Source: an optimization exercise on an open RTL-to-GDS flow (aim: small area, a short achievable clock period and few clock cycles). Production flows keep margins and buffers that such runs may drop. Only simulation tests tie the RTL to the original design; equivalence was not proved. Power figures rest on the tool's default switching activity, not on a simulated workload.

--- flow/design.v ---
module cmri_parser (
    input  wire       clk,
    input  wire       rst,
    input  wire [7:0] node_addr,
    input  wire       in_valid,
    input  wire [7:0] in_byte,
    output wire       disp_valid,
    output wire       disp_match,
    output wire       error,
    output wire       in_payload,    
    output wire       in_maybe,      
    output reg        is_local,
    output reg        is_i,
    output reg        is_t,
    output reg        is_p,
    output reg  [6:0] pay_len,
    input  wire [6:0] rd_addr,
    output wire [7:0] rd_data,
    output wire [63:0] first8
);
    localparam MAX_LEN = 72;
    localparam ATTN = 8'hFF;
    localparam STX  = 8'h02;
    localparam ETX  = 8'h03;
    localparam DLE  = 8'h10;
    localparam S_START      = 3'd0;
    localparam S_ATTN_NEXT  = 3'd1;
    localparam S_STX_NEXT   = 3'd2;
    localparam S_ADDR_NEXT  = 3'd3;
    localparam S_TYPE_NEXT  = 3'd4;
    localparam S_MAYBE_DATA = 3'd5;
    localparam S_DATA_NEXT  = 3'd6;
    reg [2:0] state;
    reg [7:0] payload [0:MAX_LEN-1];
    assign rd_data = payload[rd_addr];
    genvar g;
    generate
        for (g = 0; g < 8; g = g + 1) begin : g_first8
            assign first8[g*8 +: 8] = payload[g];
        end
    endgenerate
    assign in_payload = (state == S_MAYBE_DATA) || (state == S_DATA_NEXT);
    assign in_maybe   = (state == S_MAYBE_DATA);
    assign disp_valid = in_valid & do_dispatch;
    assign disp_match = is_local;
    assign error      = in_valid & do_error;
    reg       do_append;
    reg       do_dispatch;
    reg       do_error;
    reg [2:0] next_state;
    always @(*) begin
        do_append   = 1'b0;
        do_dispatch = 1'b0;
        do_error    = 1'b0;
        next_state  = state;
        case (state)
            S_START:
                if (in_byte == ATTN) next_state = S_ATTN_NEXT;
                else                 do_error   = 1'b1;
            S_ATTN_NEXT:
                if (in_byte == ATTN) next_state = S_STX_NEXT;
                else                 do_error   = 1'b1;
            S_STX_NEXT:
                if (in_byte == STX)  next_state = S_ADDR_NEXT;
                else                 do_error   = 1'b1;
            S_ADDR_NEXT:
                next_state = S_TYPE_NEXT;
            S_TYPE_NEXT:
                next_state = S_MAYBE_DATA;
            S_MAYBE_DATA:
                if (in_byte == ETX || in_byte == ATTN) begin
                    do_dispatch = 1'b1;
                    next_state  = S_START;
                end else if (in_byte == DLE) begin
                    next_state = S_DATA_NEXT;
                end else begin
                    do_append  = 1'b1;
                    next_state = S_MAYBE_DATA;
                end
            S_DATA_NEXT: begin
                do_append  = 1'b1;
                next_state = S_MAYBE_DATA;
            end
            default:
                do_error = 1'b1;
        endcase
        if (do_append && pay_len == MAX_LEN) begin
            do_append = 1'b0;
            do_error  = 1'b1;
        end
        if (do_error)
            next_state = S_START;
    end
    always @(posedge clk) begin
        if (rst) begin
            state    <= S_START;
            is_local <= 1'b0;
            is_i     <= 1'b0;
            is_t     <= 1'b0;
            is_p     <= 1'b0;
            pay_len  <= 7'd0;
        end else begin
            if (in_valid) begin
                state <= next_state;
                if ((state == S_START && in_byte == ATTN) || do_error)
                    pay_len <= 7'd0;
                if (state == S_ADDR_NEXT) is_local <= (in_byte == node_addr);
                if (state == S_TYPE_NEXT) begin
                    is_i <= is_local && (in_byte == 8'h49);
                    is_t <= is_local && (in_byte == 8'h54);
                    is_p <= is_local && (in_byte == 8'h50);
                end
                if (do_append) pay_len <= pay_len + 7'd1;
            end
        end
    end
    always @(posedge clk) begin
        if (in_valid && do_append && (is_i || is_t))
            payload[pay_len] <= in_byte;
    end
endmodule
module cmri_dispatch (
    input  wire        clk,
    input  wire        rst,
    input  wire [7:0]  node_addr,
    input  wire        disp_valid,    
    input  wire        in_payload,
    input  wire        in_maybe,
    input  wire        is_i,
    input  wire        is_t,
    input  wire        is_p,
    input  wire [63:0] in_lines,
    input  wire [6:0]  pay_len,
    output wire [6:0]  rd_addr,
    input  wire [7:0]  rd_data,
    input  wire [63:0] first8,
    output wire        rx_ready,
    output reg         ev_valid,
    input  wire        ev_ready,
    output reg  [2:0]  ev_kind,
    output reg  [7:0]  ev_data,
    output reg         ev_bit,
    output wire [63:0] out_lines
);
    localparam RLEN  = 9;           
    localparam EV_TX_BYTE   = 3'd0;
    localparam EV_OUT_LINE  = 3'd1;
    localparam EV_OUT_BULK  = 3'd2;
    localparam EV_INIT_BYTE = 3'd3;
    localparam EV_INIT_END  = 3'd4;
    localparam J_NONE = 2'd0;
    localparam J_I    = 2'd1;
    localparam J_T    = 2'd2;
    localparam J_P    = 2'd3;
    localparam TX_HDR  = 2'd0;
    localparam TX_DATA = 2'd1;
    localparam TX_ETX  = 2'd2;
    reg [1:0]  a_kind;
    reg [6:0]  a_len;
    reg [1:0]  b_kind;
    reg [6:0]  b_len;
    reg [6:0]  idx;         
    reg        changed;
    reg [1:0]  tx_phase;
    reg        esc_sent;
    reg [63:0] obank;
    reg [63:0] ibank;
    assign out_lines = obank;
    assign rd_addr   = idx;
    wire b_full = (b_kind != J_NONE);
    wire buf_busy_a =
        ((a_kind == J_I) && (pay_len >= idx) && (pay_len < a_len)) ||
        ((a_kind == J_T) && (pay_len < a_len) && (pay_len < 7'd8));
    wire hold_it = in_payload && (is_i || is_t) && (b_full || buf_busy_a);
    wire hold_p  = in_maybe && is_p &&
                   (b_full || ((a_kind == J_P) && (tx_phase != TX_ETX)));
    assign rx_ready = !(hold_it || hold_p);
    wire [1:0] new_kind = is_i ? J_I : is_t ? J_T : is_p ? J_P : J_NONE;
    wire       new_job  = disp_valid && (is_i || is_t || is_p);
    wire [63:0] newpat;
    genvar g;
    generate
        for (g = 0; g < 8; g = g + 1) begin : g_pat
            assign newpat[g*8 +: 8] = (a_len > g) ? first8[g*8 +: 8] : 8'h00;
        end
    endgenerate
    wire [63:0] diff = newpat ^ obank;
    wire [7:0] bnz;
    generate
        for (g = 0; g < 8; g = g + 1) begin : g_bnz
            assign bnz[g] = |diff[g*8 +: 8];
        end
    endgenerate
    wire diff_any = |bnz;
    reg [2:0] kb;
    reg [2:0] jb;
    integer k;
    always @(*) begin
        kb = 3'd0;
        for (k = 7; k >= 0; k = k - 1)
            if (bnz[k]) kb = k;
    end
    wire [7:0] dbyte = diff[kb*8 +: 8];
    wire [7:0] nbyte = newpat[kb*8 +: 8];
    always @(*) begin
        jb = 3'd0;
        for (k = 7; k >= 0; k = k - 1)
            if (dbyte[k]) jb = k;
    end
    wire [5:0] line = {kb, jb};
    wire       nbit = nbyte[jb];
    reg  [7:0] hdr_byte;
    wire [7:0] resp_byte = (idx < 7'd8) ? ibank[idx[2:0]*8 +: 8] : 8'h00;
    wire       resp_esc  = (resp_byte == 8'h02) || (resp_byte == 8'h03) ||
                           (resp_byte == 8'h10);
    always @(*) begin
        case (idx[2:0])
            3'd0:    hdr_byte = 8'hFF;
            3'd1:    hdr_byte = 8'hFF;
            3'd2:    hdr_byte = 8'h02;
            3'd3:    hdr_byte = node_addr;
            default: hdr_byte = 8'h52;      
        endcase
    end
    reg       e_valid;
    reg [2:0] e_kind;
    reg [7:0] e_data;
    reg       e_bit;
    reg       e_last;
    always @(*) begin
        e_valid = 1'b0;
        e_kind  = EV_TX_BYTE;
        e_data  = 8'h00;
        e_bit   = 1'b0;
        e_last  = 1'b0;
        case (a_kind)
            J_I: begin
                e_valid = 1'b1;
                if (idx == a_len) begin
                    e_kind = EV_INIT_END;
                    e_data = {1'b0, a_len};
                    e_last = 1'b1;
                end else begin
                    e_kind = EV_INIT_BYTE;
                    e_data = rd_data;
                end
            end
            J_T: begin
                if (diff_any) begin
                    e_valid = 1'b1;
                    e_kind  = EV_OUT_LINE;
                    e_data  = {2'b00, line};
                    e_bit   = nbit;
                end else begin
                    e_valid = changed;
                    e_kind  = EV_OUT_BULK;
                    e_data  = 8'd64;
                    e_last  = 1'b1;
                end
            end
            J_P: begin
                e_valid = 1'b1;
                case (tx_phase)
                    TX_HDR:  e_data = hdr_byte;
                    TX_DATA: e_data = (resp_esc && !esc_sent) ? 8'h10 : resp_byte;
                    default: begin
                        e_data = 8'h03;
                        e_last = 1'b1;
                    end
                endcase
            end
            default: ;
        endcase
    end
    wire can_push = !ev_valid || ev_ready;
    wire step     = can_push && (a_kind != J_NONE);
    wire a_free   = (a_kind == J_NONE) || (step && e_last);
    always @(posedge clk) begin
        if (rst) begin
            ev_valid <= 1'b0;
            ev_kind  <= EV_TX_BYTE;
            ev_data  <= 8'h00;
            ev_bit   <= 1'b0;
        end else if (can_push) begin
            ev_valid <= e_valid;
            ev_kind  <= e_kind;
            ev_data  <= e_data;
            ev_bit   <= e_bit;
        end
    end
    always @(posedge clk) begin
        if (disp_valid && is_p)
            ibank <= in_lines;
    end
    always @(posedge clk) begin
        if (rst) begin
            a_kind   <= J_NONE;
            a_len    <= 7'd0;
            b_kind   <= J_NONE;
            b_len    <= 7'd0;
            idx      <= 7'd0;
            changed  <= 1'b0;
            tx_phase <= TX_HDR;
            esc_sent <= 1'b0;
            obank    <= 64'd0;
        end else begin
            if (a_free) begin
                idx      <= 7'd0;
                changed  <= 1'b0;
                tx_phase <= TX_HDR;
                esc_sent <= 1'b0;
                if (b_full) begin
                    a_kind <= b_kind;
                    a_len  <= b_len;
                    b_kind <= new_job ? new_kind : J_NONE;
                    b_len  <= pay_len;
                end else begin
                    a_kind <= new_job ? new_kind : J_NONE;
                    a_len  <= pay_len;
                end
            end else begin
                if (new_job) begin
                    b_kind <= new_kind;
                    b_len  <= pay_len;
                end
                if (step) begin
                    case (a_kind)
                        J_I: idx <= idx + 7'd1;
                        J_T: begin
                            obank[line] <= nbit;
                            changed     <= 1'b1;
                        end
                        J_P:
                            case (tx_phase)
                                TX_HDR:
                                    if (idx == 7'd4) begin
                                        idx      <= 7'd0;
                                        tx_phase <= TX_DATA;
                                    end else begin
                                        idx <= idx + 7'd1;
                                    end
                                TX_DATA:
                                    if (resp_esc && !esc_sent) begin
                                        esc_sent <= 1'b1;
                                    end else begin
                                        esc_sent <= 1'b0;
                                        if (idx == RLEN - 1)
                                            tx_phase <= TX_ETX;
                                        else
                                            idx <= idx + 7'd1;
                                    end
                                default: ;
                            endcase
                        default: ;
                    endcase
                end
            end
        end
    end
endmodule
module cmri_counters (
    input  wire        clk,
    input  wire        rst,
    input  wire        inc_byte,
    input  wire        inc_seen,
    input  wire        inc_proc,
    input  wire        inc_error,
    output reg  [15:0] cnt_bytes,
    output reg  [15:0] cnt_frames_seen,
    output reg  [15:0] cnt_frames_proc,
    output reg  [15:0] cnt_errors
);
    always @(posedge clk) begin
        if (rst) begin
            cnt_bytes       <= 16'd0;
            cnt_frames_seen <= 16'd0;
            cnt_frames_proc <= 16'd0;
            cnt_errors      <= 16'd0;
        end else begin
            if (inc_byte)  cnt_bytes       <= cnt_bytes + 16'd1;
            if (inc_seen)  cnt_frames_seen <= cnt_frames_seen + 16'd1;
            if (inc_proc)  cnt_frames_proc <= cnt_frames_proc + 16'd1;
            if (inc_error) cnt_errors      <= cnt_errors + 16'd1;
        end
    end
endmodule
module cmri_core (
    input  wire        clk,
    input  wire        rst,
    input  wire [6:0]  local_id,
    input  wire        rx_valid,
    input  wire [7:0]  rx_data,
    output wire        rx_ready,
    input  wire [63:0] in_lines,
    output wire        ev_valid,
    input  wire        ev_ready,
    output wire [2:0]  ev_kind,
    output wire [7:0]  ev_data,
    output wire        ev_bit,
    output wire [63:0] out_lines,
    output wire [15:0] cnt_bytes,
    output wire [15:0] cnt_frames_seen,
    output wire [15:0] cnt_frames_proc,
    output wire [15:0] cnt_errors
);
    wire       disp_valid;
    wire       disp_match;
    wire       parse_error;
    wire       in_payload;
    wire       in_maybe;
    wire       is_local;
    wire       is_i;
    wire       is_t;
    wire       is_p;
    wire [6:0] pay_len;
    wire [7:0] pay_rd_data;
    wire [6:0] pay_rd_addr;
    wire [63:0] first8;
    wire       byte_taken;
    wire [7:0] node_addr = {1'b0, local_id} + 8'd65;
    assign byte_taken = rx_valid & rx_ready;
    cmri_parser u_parser (
        .clk        (clk),
        .rst        (rst),
        .node_addr  (node_addr),
        .in_valid   (byte_taken),
        .in_byte    (rx_data),
        .disp_valid (disp_valid),
        .disp_match (disp_match),
        .error      (parse_error),
        .in_payload (in_payload),
        .in_maybe   (in_maybe),
        .is_local   (is_local),
        .is_i       (is_i),
        .is_t       (is_t),
        .is_p       (is_p),
        .pay_len    (pay_len),
        .rd_addr    (pay_rd_addr),
        .rd_data    (pay_rd_data),
        .first8     (first8)
    );
    cmri_dispatch u_dispatch (
        .clk        (clk),
        .rst        (rst),
        .node_addr  (node_addr),
        .disp_valid (disp_valid & disp_match),
        .in_payload (in_payload),
        .in_maybe   (in_maybe),
        .is_i       (is_i),
        .is_t       (is_t),
        .is_p       (is_p),
        .in_lines   (in_lines),
        .pay_len    (pay_len),
        .rd_addr    (pay_rd_addr),
        .rd_data    (pay_rd_data),
        .first8     (first8),
        .rx_ready   (rx_ready),
        .ev_valid   (ev_valid),
        .ev_ready   (ev_ready),
        .ev_kind    (ev_kind),
        .ev_data    (ev_data),
        .ev_bit     (ev_bit),
        .out_lines  (out_lines)
    );
    cmri_counters u_counters (
        .clk        (clk),
        .rst        (rst),
        .inc_byte   (byte_taken),
        .inc_seen   (disp_valid),
        .inc_proc   (disp_valid & disp_match),
        .inc_error  (parse_error),
        .cnt_bytes       (cnt_bytes),
        .cnt_frames_seen (cnt_frames_seen),
        .cnt_frames_proc (cnt_frames_proc),
        .cnt_errors      (cnt_errors)
    );
endmodule
--- flow/run.sh ---
#!/bin/bash
# synth_recipe.tcl (not shown) runs the flow's synth.tcl, then flattens the netlist and writes it again
# the make line also repeats each setting of config.mk as NAME=value (left out here)
make -C /OpenROAD-flow-scripts/flow DESIGN_CONFIG=/design/flow/config.mk WORK_HOME=/design/flow/orfs CLKGATE_MAP_FILE= SYNTH_SCRIPT=/design/flow/synth_recipe.tcl finish
--- flow/config.mk ---
export PLATFORM = sky130hd
export DESIGN_NAME = cmri_core
export DESIGN_NICKNAME = cmri_core
export VERILOG_FILES = /design/flow/design.v
export SDC_FILE = /design/flow/constraint.sdc
export NUM_CORES = 4
export LEC_CHECK = 0
export CAP_MARGIN = 20
export CORE_MARGIN = 2
export CORE_UTILIZATION = 40
export SETUP_SLACK_MARGIN = 0.3
export SLEW_MARGIN = 20
--- flow/constraint.sdc ---
create_clock -name core_clock -period 8.0 [get_ports {clk}]
set_input_delay 1.6000 -clock core_clock [delete_from_list [all_inputs] [get_ports {clk}]]
set_output_delay 1.6000 -clock core_clock [all_outputs]
set_load 0.01 [all_outputs]
==> results.txt <==
## cell usage after synthesis (13+ instances only)
master	count
o31ai_1	43
nor4bb_1	17
mux2i_1	27
edfxtp_1	640
dfxtp_1	191
buf_2	17
o211ai_1	19
nor2b_1	14
a211oi_1	18
and2_1	15
clkbuf_1	112
xnor2_1	102
nand4_1	36
or3_1	27
a221oi_1	13
nor4_1	15
nand3_1	47
mux4_2	200
and3_1	18
ha_1	33
a22oi_1	16
a311oi_1	23
xor2_1	57
o32ai_1	21
nor3_1	41
nor2_1	273
a31oi_1	35
a21o_1	15
nand2_1	191
a21oi_1	110
o21ai_0	66
inv_1	78
a311o_1	38
buf_1	21
## registers in the layout (all words and copies together), names as in the netlist, 2 cells and up, named ones only
register                    flops
u_dispatch.idx                  7
u_dispatch.b_kind               2
u_dispatch.a_len                7
u_parser.pay_len                7
u_parser.payload              576
u_counters.cnt_frames_seen     16
u_counters.cnt_bytes           16
u_dispatch.ev_kind              3
u_dispatch.a_kind               2
u_dispatch.tx_phase             2
u_dispatch.b_len                7
u_parser.state                  3
u_counters.cnt_frames_proc     16
u_counters.cnt_errors          16
u_dispatch.ev_data              8
u_dispatch.ibank               64
u_dispatch.obank               64
## worst reg2reg max path, delay by kind of cell (launching register included)
kind,cells,cell delay (ns)
simple gates,7,3.73
compound gates,9,2.33
flops,1,0.53
fa+ha+maj,1,0.32
buf+inv,1,0.10
## metal layers
metal	global-route usage [%]	vias to the layer above	part of all wire [%]
li1	-	11400	-
met2	40.8	1160	49
met5	0	-	0.042
met3	4.20	207	7.0
met4	6.77	8	2.7
met1	33.4	13600	42
## cell type report
| type | count | area (um^2) |
|---|---|---|
| sequential | 831 | 23100 |
| clock buffer | 114 | 2320 |
| inverter | 81 | 304 |
| fill | 8310 | 50300 |
| timing repair buffer | 288 | 2720 |
| multi-input combinational | 1720 | 14400 |
| antenna | 1 | 2.50 |
| tap | 1265 | 1580 |
| clock inverter | 45 | 405 |
## final timing paths
kind         slack [ns]                  start               endpoint
max                0.89    u_dispatch.a_len[3]   u_dispatch.obank[36]
min                0.46  u_dispatch.ev_kind[2]  u_dispatch.ev_kind[2]
max reg2reg        0.89    u_dispatch.a_len[3]   u_dispatch.obank[36]
min reg2reg        0.46  u_dispatch.ev_kind[2]  u_dispatch.ev_kind[2]
## metrics by stage
step                instances  cell area (um^2)  hold slack (ns)  power, W  setup WS (ns)
global route             4344             44800            0.484   0.00891          0.610
global placement         4185             42100            0.443   0.00487           1.18
floorplan                2796             38500            0.432   0.00477           2.52
CTS                      4344             44800            0.463   0.00874           1.02
detailed placement       4185             42100            0.456   0.00488           1.11
finish                   4345             44800            0.463   0.00867          0.892
## kinds of logic (layout without fill, tap and decap cells)
group | Yosys count | in the layout | synth area share [%]
AND/OR/NAND/NOR | 753 | 753 | 9.55
AO/OA/AOI/OAI | 544 | 544 | 10.6
adder cells (fa/ha/maj) | 33 | 33 | 1.07
multiplexers | 230 | 230 | 12.5
other | 0 | 1 | 0
buffers and inverters | 245 | 528 | 2.65
flip-flops | 831 | 831 | 59.9
XOR/XNOR | 160 | 160 | 3.66
## where the power goes
part / internal [W] / switching (W) / total, W
clock network: 0.00219 / 0.00170 / 0.00389
registers: 0.00464 / 0.00000264 / 0.00464
logic: 0.0000489 / 0.0000939 / 0.000143
==> results.txt <==
commonest cells after routing, fill and taps aside = edfxtp_1 (640), nor2_1 (273), clkdlybuf4s50_1 (215), mux4_2 (200), nand2_1 (191)
DRT iter0 DRCs = 3,245
post-layout util = 47.1%
family with the most delay on the worst path = simple AND/OR/NAND/NOR gates
DR vias = 26,400
vias per cell = 6.07
Static Leak = 13.7 nW
Synth area leader = edfxtp_1
Die ar. = 0.0986 mm^2
first-pass GRT wire length = 178,000 um
WL/cell = 28.4 um
slew at the pin closest to its max-slew limit = 1.20 ns
setup repair bufs after CTS = 0
main flop type after synthesis = edfxtp_1
max cap viols = 0
share of cells above drive strength 1 = 15.1%
Total Neg Setup Slack = 0 ns
clk latency of the worst-skew pair = 0.68 ns
Layout area overhead = 16.6%
CP required = 8.55 ns
count of pins over their slew limit = 0
worst path bufs/invs = 1
Reg2Reg Depth = 18
endpoint class of the critical path = register
final wirelength = 123,000 um
CP max stage cell = or4_1
Distinct cells, synth = 106
Die Span X = 314 um
DP HPWL = 87,900 um
TritonRoute pass-1 iters = 6
post-cts resize count = 0
Tcrit/Tclk final = 88.9%
most used cell, CP = a2111oi_2
Slew Limit Headroom = 19.9%
hold_buf cts = 0
hold path cells = 2
Row Count = 113
initial antenna violation count = 5
pwr dens = 193 mW/mm^2
worst path arrival time = 7.66 ns
EDFF count, synth = 640
Mapped Area = 0.0385 mm^2
Tot GR Track Use = 24.6%
core area = 0.0952 mm^2
Vert. Die Dim = 314 um
# setup viols final = 0
Reg clk slew, reported paths = 0.06 ns
Setup Skew = 0.0321 ns
io pins = 225
HP Class = register to register
CTS tree = built
port buffer count = 224
post-synth top area share = 50.0%
Worst Setup Path Type = register to register
ANT nets after route = 0
most common cell after layout, fill and taps aside = edfxtp_1
Final nets = 3,125
YS warnings = 3
largest net degree at the start of global routing = 74
critical path depth = 18
crit-path cells = or4_1 > o32ai_1 > a32oi_1 > or3_1 > nor4_2 > nand2_1 > a2111oi_2 > a2111oi_2 > a2111oi_4 > o21ai_2 > nand2_4 > inv_2 > ha_1 > nand3_1 > o211ai_1 > nor3_1 > a21oi_1 > a311oi_1
final hold violations = 0
status = timing/DRC/antenna clean
vias in the first global route = 25,600
number of H-tree levels = 3
crit path max fanout = 14
f_max = 141 MHz
gr ovfl total = 0
CTS Buf Count = 87
routability cong. = 0.982
startpoint types = register
RSZ-0062 raised after global routing = no
Initial Util = 40.4%
crit-path max cell delay = 0.95 ns
clk buf depth = 3
Syn Inst Count = 2,796
register area share after synthesis = 59.9%
Syn Nets = 2,912
# DRC = 0
clock sinks = 831
Worst VDD drop = 0.170 mV
Post-Syn Area per Cell = 13.8 um^2
Root Driver = clkbuf_16
top post-synthesis cells by area = edfxtp_1 (50%), mux4_2 (12%), dfxtp_1 (9.9%), nor2_1 (2.7%), xnor2_1 (2.3%)
FFs w/ async S/R, synth = 0%
minimum clock period = 7.11 ns
Synth Register Bits = 831
Testbench counts, summed over its fixed seeds: cycles 41,509.

==> separate check: timing with driven ports <==
The results above use ideal ports. As a check the final layout listed here was re-extracted and re-timed, cells and wires unchanged.
Step 1 assumes that a clkbuf_16 drives the clock port and a buf_2 every other input.
Step 2 adds t to the input delays and takes it off the output delays; t is the mean of the earliest and latest rising clock arrival at the registers after step 1. Input paths then give back, and output paths get back, about the clock's delay inside the block.
Slacks: ideal ports / drivers / drivers and shift; pairs: ideal ports / drivers.
t (ns): 0.732
setup slack, ns: 0.892 / 0.892 / 0.892
slew at the worst register clock pin (ns): 0.06 / 0.06
After both steps setup and hold are still met in this run. For this run, drivers alone change the setup slack by 0.000 ns; drivers and shift together by 0.000 ns.
